This design comes from an exercise in tuning for small area on the open sky130 flow, not from production work. The RTL was checked by simulation tests, not by an equivalence proof against the original design. Power and IR drop assume default switching activity.

$ cat flow/run.sh
#!/bin/bash
# synth_recipe.tcl (not shown) runs the flow's synth.tcl, then flattens the netlist and writes it again
# the make line also repeats each setting of config.mk as NAME=value (left out here)
make -C /OpenROAD-flow-scripts/flow DESIGN_CONFIG=/design/flow/config.mk WORK_HOME=/design/flow/orfs CLKGATE_MAP_FILE= SYNTH_SCRIPT=/design/flow/synth_recipe.tcl finish
$ cat flow/config.mk
export PLATFORM = sky130hd
export DESIGN_NAME = wm_cycle_timer
export DESIGN_NICKNAME = wm_cycle_timer
export VERILOG_FILES = /design/flow/design.v
export SDC_FILE = /design/flow/constraint.sdc
export NUM_CORES = 4
export LEC_CHECK = 0
export CAP_MARGIN = 20
export CORE_MARGIN = 2
export CORE_UTILIZATION = 40
export SLEW_MARGIN = 20
$ cat flow/constraint.sdc
create_clock -name core_clock -period 10.0 [get_ports {clk}]
set_input_delay 2.0000 -clock core_clock [delete_from_list [all_inputs] [get_ports {clk}]]
set_output_delay 2.0000 -clock core_clock [all_outputs]
set_load 0.01 [all_outputs]
$ cat flow/design.v
module wm_classify (
    input  wire [7:0] in_bus,
    output wire [1:0] level,      
    output wire       sel_ext,    
    output wire       valid,      
    output wire       extended    
);
    assign level    = in_bus[1:0];
    assign sel_ext  = in_bus[2];
    assign valid    = (in_bus[1:0] != 2'b11);
    assign extended = valid & sel_ext;
endmodule
module wm_pattern (
    input  wire [1:0] phase,      
    input  wire [7:0] e,
    output reg  [3:0] led
);
    localparam PH_WASH  = 2'd0;
    localparam PH_RINSE = 2'd1;
    localparam PH_SPIN  = 2'd2;
    wire [3:0] step = e[4:1];     
    wire [1:0] pos  = e[2:1];     
    reg [3:0] wash_led;
    reg [3:0] rinse_led;
    reg [3:0] spin_led;
    always @* begin
        if (step < 4'd8)
            wash_led = 4'b0001 << pos;
        else
            wash_led = 4'b1111;
        if (step < 4'd8)
            rinse_led = 4'b0001 << (2'd3 - pos);
        else if (step < 4'd12)
            rinse_led = 4'b1111;
        else
            rinse_led = 4'b0000;
        if (step < 4'd4)
            spin_led = 4'b0001 << pos;
        else if (step < 4'd8)
            spin_led = 4'b0001 << (2'd3 - pos);
        else if (e[0] == 1'b0)
            spin_led = 4'b1111;
        else
            spin_led = 4'b0000;
        case (phase)
            PH_WASH:  led = wash_led;
            PH_RINSE: led = rinse_led;
            default:  led = spin_led;
        endcase
    end
endmodule
module wm_display (
    input  wire [1:0] level,
    input  wire       sel_ext,
    input  wire       digit,
    input  wire       finished,
    output reg  [7:0] disp_byte
);
    localparam [6:0] GLYPH_0    = 7'h3F;   
    localparam [6:0] GLYPH_1    = 7'h06;   
    localparam [6:0] GLYPH_2    = 7'h5B;   
    localparam [6:0] GLYPH_3    = 7'h79;   
    localparam [6:0] GLYPH_4    = 7'h54;   
    localparam [6:0] DONE_GLYPH = 7'h7F;   
    reg [2:0] idx;
    reg [6:0] glyph;
    always @* begin
        if (digit == 1'b0)
            idx = {1'b0, level};
        else if (sel_ext)
            idx = 3'd3;
        else
            idx = 3'd4;
        case (idx)
            3'd0:    glyph = GLYPH_0;
            3'd1:    glyph = GLYPH_1;
            3'd2:    glyph = GLYPH_2;
            3'd3:    glyph = GLYPH_3;
            default: glyph = GLYPH_4;
        endcase
        if (finished)
            disp_byte = {digit, DONE_GLYPH};
        else
            disp_byte = {digit, glyph};
    end
endmodule
module wm_cycle_timer (
    input  wire       clk,
    input  wire       rst,          
    input  wire [7:0] in_bus,       
    input  wire       ev_start,     
    input  wire       ev_reset,     
    input  wire       ev_tick,      
    input  wire       ev_refresh,   
    output reg  [3:0] led,          
    output reg  [7:0] duty,         
    output reg  [7:0] disp          
);
    localparam [7:0] DUTY_WASH  = 8'd230;
    localparam [7:0] DUTY_RINSE = 8'd128;
    localparam [7:0] DUTY_SPIN  = 8'd26;
    localparam [7:0] DUTY_OFF   = 8'd255;
    localparam [7:0] T_WASH_END      = 8'd32;
    localparam [7:0] T_RINSE_END_EXT = 8'd96;
    localparam [7:0] T_SPIN_END_EXT  = 8'd128;
    localparam [7:0] T_RINSE_END_NRM = 8'd64;
    localparam [7:0] T_SPIN_END_NRM  = 8'd96;
    localparam PH_WASH  = 2'd0;
    localparam PH_RINSE = 2'd1;
    localparam PH_SPIN  = 2'd2;
    localparam FG_WAIT  = 1'b0;
    localparam FG_WRITE = 1'b1;
    reg [7:0] elapsed;
    reg       finished;
    reg       tick_en;
    reg       tick_pend;
    reg       start_pend;
    reg       reset_pend;
    reg       refresh_flag;
    reg       digit;
    reg       fg_phase;
    reg [7:0] fg_latch;
    wire [1:0] level;
    wire       sel_ext;
    wire       mode_valid;
    wire       mode_ext;
    wm_classify u_classify (
        .in_bus   (in_bus),
        .level    (level),
        .sel_ext  (sel_ext),
        .valid    (mode_valid),
        .extended (mode_ext)
    );
    wire [7:0] e_next = elapsed + 8'd1;
    wire [7:0] rinse_end = mode_ext ? T_RINSE_END_EXT : T_RINSE_END_NRM;
    wire [7:0] spin_end  = mode_ext ? T_SPIN_END_EXT  : T_SPIN_END_NRM;
    reg [1:0] tick_phase;
    reg       tick_complete;
    reg [7:0] tick_duty;
    always @* begin
        tick_complete = 1'b0;
        if (e_next < T_WASH_END) begin
            tick_phase = PH_WASH;
            tick_duty  = DUTY_WASH;
        end else if (e_next < rinse_end) begin
            tick_phase = PH_RINSE;
            tick_duty  = DUTY_RINSE;
        end else if (e_next < spin_end) begin
            tick_phase = PH_SPIN;
            tick_duty  = DUTY_SPIN;
        end else begin
            tick_phase    = PH_SPIN;
            tick_duty     = DUTY_OFF;
            tick_complete = 1'b1;
        end
    end
    wire [3:0] tick_led;
    wm_pattern u_pattern (
        .phase (tick_phase),
        .e     (e_next),
        .led   (tick_led)
    );
    wire [7:0] disp_byte;
    wm_display u_display (
        .level     (level),
        .sel_ext   (sel_ext),
        .digit     (digit),
        .finished  (finished),
        .disp_byte (disp_byte)
    );
    wire start_en = ~tick_en;
    reg [7:0] elapsed_h;
    reg       finished_h;
    reg       tick_en_h;
    reg       tick_pend_h;
    reg       start_pend_h;
    reg       reset_pend_h;
    reg [3:0] led_h;
    reg [7:0] duty_h;
    always @* begin
        elapsed_h    = elapsed;
        finished_h   = finished;
        tick_en_h    = tick_en;
        tick_pend_h  = tick_pend;
        start_pend_h = start_pend;
        reset_pend_h = reset_pend;
        led_h        = led;
        duty_h       = duty;
        if (reset_pend) begin
            reset_pend_h = 1'b0;
            elapsed_h    = 8'd0;
            tick_en_h    = 1'b0;
            tick_pend_h  = 1'b0;
            duty_h       = DUTY_OFF;
            led_h        = 4'b0000;
            start_pend_h = 1'b0;
        end else if (start_en && start_pend) begin
            start_pend_h = 1'b0;
            if (mode_valid) begin
                finished_h = 1'b0;
                elapsed_h  = 8'd0;
                tick_en_h  = 1'b1;
                duty_h     = DUTY_WASH;
                led_h      = 4'b0001;
            end
        end else if (tick_en && tick_pend) begin
            tick_pend_h = 1'b0;
            if (mode_valid) begin
                if (tick_complete) begin
                    elapsed_h    = 8'd0;
                    tick_en_h    = 1'b0;
                    duty_h       = DUTY_OFF;
                    led_h        = 4'b0000;
                    start_pend_h = 1'b0;
                    finished_h   = 1'b1;
                end else begin
                    elapsed_h = e_next;
                    duty_h    = tick_duty;
                    led_h     = tick_led;
                end
            end
        end
    end
    always @(posedge clk) begin
        if (!rst && fg_phase == FG_WAIT && refresh_flag)
            fg_latch <= disp_byte;
    end
    always @(posedge clk) begin
        if (rst) begin
            elapsed      <= 8'd0;
            finished     <= 1'b0;
            tick_en      <= 1'b0;
            tick_pend    <= 1'b0;
            start_pend   <= 1'b0;
            reset_pend   <= 1'b0;
            refresh_flag <= 1'b0;
            digit        <= 1'b0;
            fg_phase     <= FG_WAIT;
            led          <= 4'b0000;
            duty         <= DUTY_OFF;
            disp         <= 8'd0;
        end else begin
            if (fg_phase == FG_WAIT) begin
                if (refresh_flag)
                    fg_phase <= FG_WRITE;
            end else begin
                disp     <= fg_latch;
                digit    <= ~digit;
                fg_phase <= FG_WAIT;
            end
            if (ev_refresh)
                refresh_flag <= 1'b1;
            else if (fg_phase == FG_WAIT && refresh_flag)
                refresh_flag <= 1'b0;
            elapsed    <= elapsed_h;
            finished   <= finished_h;
            tick_en    <= tick_en_h;
            led        <= led_h;
            duty       <= duty_h;
            tick_pend  <= tick_pend_h  | (ev_tick & tick_en_h);
            start_pend <= start_pend_h | ev_start;
            reset_pend <= reset_pend_h | ev_reset;
        end
    end
endmodule
==> results.json <==
{
  "hold_path_class": "reg -> reg",
  "final_max_slew_viol_count": 0,
  "cts.repair.resized": 0,
  "post_synth_instance_area_um2": 2460,
  "detailed_route_iter0_violations": 121,
  "grt_max_degree": 35,
  "dpl.cell_count": 376,
  "share_clk_of_total_power_pct": 40.9,
  "insertion_delay_ns": 0.29,
  "run_status": "timing/DRC/antenna clean",
  "tightest_slew_ns": 0.9982,
  "postSynthCellCount": 303,
  "post-route-cell-area_um2": 2796,
  "synth_ff_type": "dfxtp_1",
  "mappedNetlistNets": 319,
  "grtUsageTotal_pct": 18.42,
  "post-dp-hpwl_mm": 4.171,
  "synth_top_cell_by_area": "dfxtp_1",
  "wire_per_inst_um": 15.84,
  "stdcell_count": 384,
  "cts-root-to-sink-buffers": 2,
  "antenna_found_initial": 0,
  "worst_ep_arrival_time_ns": 4.75,
  "routed_via_density": 5.979,
  "remaining_overflow_grt": 0,
  "p_leak_uw": 0.0009399,
  "comb_power_share_pct": 7.7,
  "design.core.area_um2": 5921,
  "cp-end-kind": "flop",
  "cts_root_buffer": "clkbuf_8",
  "crit_chain": "clkdlybuf4s50_1 > nand2_1 > nand2_1 > inv_1 > ha_1 > o221a_2 > nor3_1 > a221o_1 > nand3_1 > a22oi_1",
  "fraction_of_the_yosys_area_taken_by_sequential_cells_pct": 34.59,
  "place_congestion": 0.8743,
  "cts_inserted_buffers": 5,
  "placed_cell_area_um2": 2680,
  "ioPinCount": 34,
  "syn_to_final_growth_pct": 13.68,
  "detailroute.via_count": 2296,
  "setup_viol": 0,
  "final_layout_size_suffix_gt1_share_pct": 7.767,
  "post_route_core_utilization_pct": 47.23,
  "number_of_inserted_diodes": 0,
  "net_count_final": 324,
  "final.period_utilization_pct": 45.45,
  "synth-seq-cells": 39,
  "final.setup.tns_ns": 0,
  "detail_route.drc_violations": 0,
  "synthesis.area_per_instance_um2": 8.118,
  "fill_cells": 585,
  "drt_pre_antenna_iters": 5,
  "ff_latch_area_um2": 850.8,
  "ant_nets": 0,
  "grt_pass1_wl_mm": 9.722,
  "cts.htree.levels": 2,
  "timing_hold_violations_final": 0,
  "slew_headroom_pct": 33.45,
  "die_y_um": 82.42,
  "multiInputGateArea_um2": 1429,
  "cap_viol_max_count": 0,
  "chipWidth_um": 82.42,
  "p_per_area_nw_per_um2": 116.7,
  "clkSinkCount": 39,
  "worstSetupStartpointType": "input pin",
  "yosys_warnings": 3,
  "detail_route.wirelength_mm": 6.081,
  "synthArstFlopShare_pct": 0,
  "initial_core_util_pct": 41.55,
  "numPortBuffers": 28,
  "crit_path_max_fanout": 10,
  "fmax_mhz": 220.0,
  "netSwitchingFraction_pct": 23.22,
  "post_cts_hold_buffer_count": 0,
  "post-cts-setup-buffer-count": 0,
  "rsz0062_at_grt": "false",
  "clkTransAtPathRegs_ns": 0.07,
  "timing.critical_path.slowest_stage_cell": "clkdlybuf4s50_1",
  "floorplan.die_area_um2": 6793,
  "ir_worst_vdd_mv": 0.06526,
  "fin_crit_ns": 4.545,
  "report.power.total_uw": 326.3,
  "clock_tree_from_tritoncts": "yes",
  "netlist.area_leader.share_pct": 26.04,
  "clock_skews_ns": 0.01158,
  "timing.critical_path.slowest_cell_delay_ns": 0.60,
  "post_synth_num_cell_types": 60,
  "seqPwrFrac_pct": 51.4,
  "first_global_vias": 1967,
  "cp_data_required_time_ns": 10.21,
  "critical_path_class": "in -> reg",
  "netSwitchingPower_uw": 75.76,
  "core.rowCount": 28,
  "synth-edff-count": 7,
  "intPower_uw": 250.5,
  "yosys-top-cells-area": "dfxtp_1, edfxtp_1, mux2i_1, a21oi_1, nand2_1",
  "timing.critical_path.mode_cell": "nand2_1"
}
routing by layer:
layer,share of wire (%),vias to the layer above,routed length (µm),GRT usage (%)
li1,-,1134,-,-
met1,48,1088,2907,25.87
met2,46,70,2796,29.35
met3,5.7,4,344,2.717
met4,0.51,0,31,5.000
met5,0,-,0,0
sequential cells by signal (all words and copies together) (netlist names):
register / count
tick_pend: 1
elapsed: 8
digit: 1
reset_pend: 1
duty: 5
fg_phase: 1
led: 4
fg_latch: 7
start_pend: 1
tick_en: 1
finished: 1
disp: 7
refresh_flag: 1
cell type report:
class	count	share of cell area, %
flip-flops and latches	39	30.43
multi-input cells	227	51.10
inverters	6	0.8054
well taps	75	3.356
repair buffers	29	10.29
clock inverters	3	1.566
clock buffers	5	2.461
worst max-delay path, delay by kind of cell:
kind | cells | cell delay, ns
simple gates | 4 | 0.86
compound gates | 3 | 0.92
buf+inv | 2 | 0.66
fa+ha+maj | 1 | 0.31
final timing paths:
path                   start      end  slack [ns]  cells past startpoint
setup reg to reg  elapsed[0]   led[3]        5.80                     10
setup / recovery   in_bus[1]   led[3]        5.46                     10
hold reg to reg      duty[0]  duty[0]        0.48                      1
hold / removal       duty[0]  duty[0]        0.48                      1
synth_stat cells (all sizes together), types with 4 or more instances:
library cell / n
dfxtp: 32
nand2: 27
nor2: 24
a21oi: 21
clkbuf: 16
buf: 15
o21ai: 15
mux2i: 11
nand3: 11
nor3: 10
a31oi: 9
nor2b: 8
o211ai: 8
o22ai: 8
edfxtp: 7
a21boi: 6
inv: 6
nand4: 5
or2: 5
a22oi: 4
a2bb2oi: 4
layout by cell type, fill, tap and decap left out, types with 2 or more instances in the layout:
cell,instances
clkbuf_8,5
nand3_1,10
inv_1,5
nor3_2,2
edfxtp_1,7
a2bb2oi_1,4
o22ai_1,8
o32ai_1,3
nor3b_1,3
o21ai_0,14
a21boi_0,5
clkdlybuf4s50_1,28
a21oi_1,21
a32oi_1,2
dfxtp_1,32
o311ai_0,2
o211ai_1,8
o31a_1,3
a31oi_1,9
nor2_1,24
nand2_1,27
xnor2_1,3
a22oi_1,4
a211oi_1,2
and3_1,2
nor3_1,8
ha_1,2
mux2i_1,11
a221oi_1,2
or2_2,5
nor2b_1,8
and2_1,3
nand4_1,4
nand2b_1,3
a221o_1,2
o21a_1,3
per-stage QoR:
stage | hold WS, ns | worst slack [ns]
finish | 0.4802 | 5.455
global route | 0.5114 | 5.278
CTS | 0.4842 | 5.519
detailed placement | 0.4625 | 5.238
global placement | 0.4528 | 5.262
floorplan | 0.4064 | 6.199
power by group through the flow:
| stage | clock network, µW | logic, µW | registers, µW |
|---|---|---|---|
| 3_3_place_gp | 0 | 24.7 | 171 |
| 3_5_place_dp | 0 | 24.7 | 171 |
| 2_1_floorplan | 0 | 14.7 | 170 |
| 4_1_cts | 138 | 25.0 | 168 |
| 5_1_grt | 144 | 27.8 | 168 |
| 6_report | 134 | 25.0 | 168 |
kinds of logic after synthesis:
family,after synthesis,synth area share [%]
compound gates,103,28.74
xor+xnor,4,1.424
fa+ha+maj,2,1.017
buf+inv,37,7.477
flops,39,34.59
mux,11,4.476
simple gates,107,22.28

## re-timing with driven ports
Ports are ideal in the flow. The routed layout listed here was re-timed in OpenROAD.
Step 1 (the two cells are an assumption about what drives the block):
set clk [get_ports {clk}]
set_driving_cell -lib_cell sky130_fd_sc_hd__clkbuf_16 $clk
set_driving_cell -lib_cell sky130_fd_sc_hd__buf_2 [delete_from_list [all_inputs] $clk]
Step 2 also shifts input and output timing later by t, the mid clock arrival at the registers, as if the neighbouring blocks saw the same clock.
Slacks: no drivers / after step 1 / after step 2; pairs: no drivers / after step 1.
t (ns): 0.314
setup WS [ns]: 5.455 / 5.458 / 5.145
slew at the worst register clock pin (ns): 0.09 / 0.09
worst slew at a driven data input, ns: 0.03
After both steps setup and hold are still met in this run. The setup slack of this run moves by +0.003 ns with the drivers and by -0.310 ns with both steps.
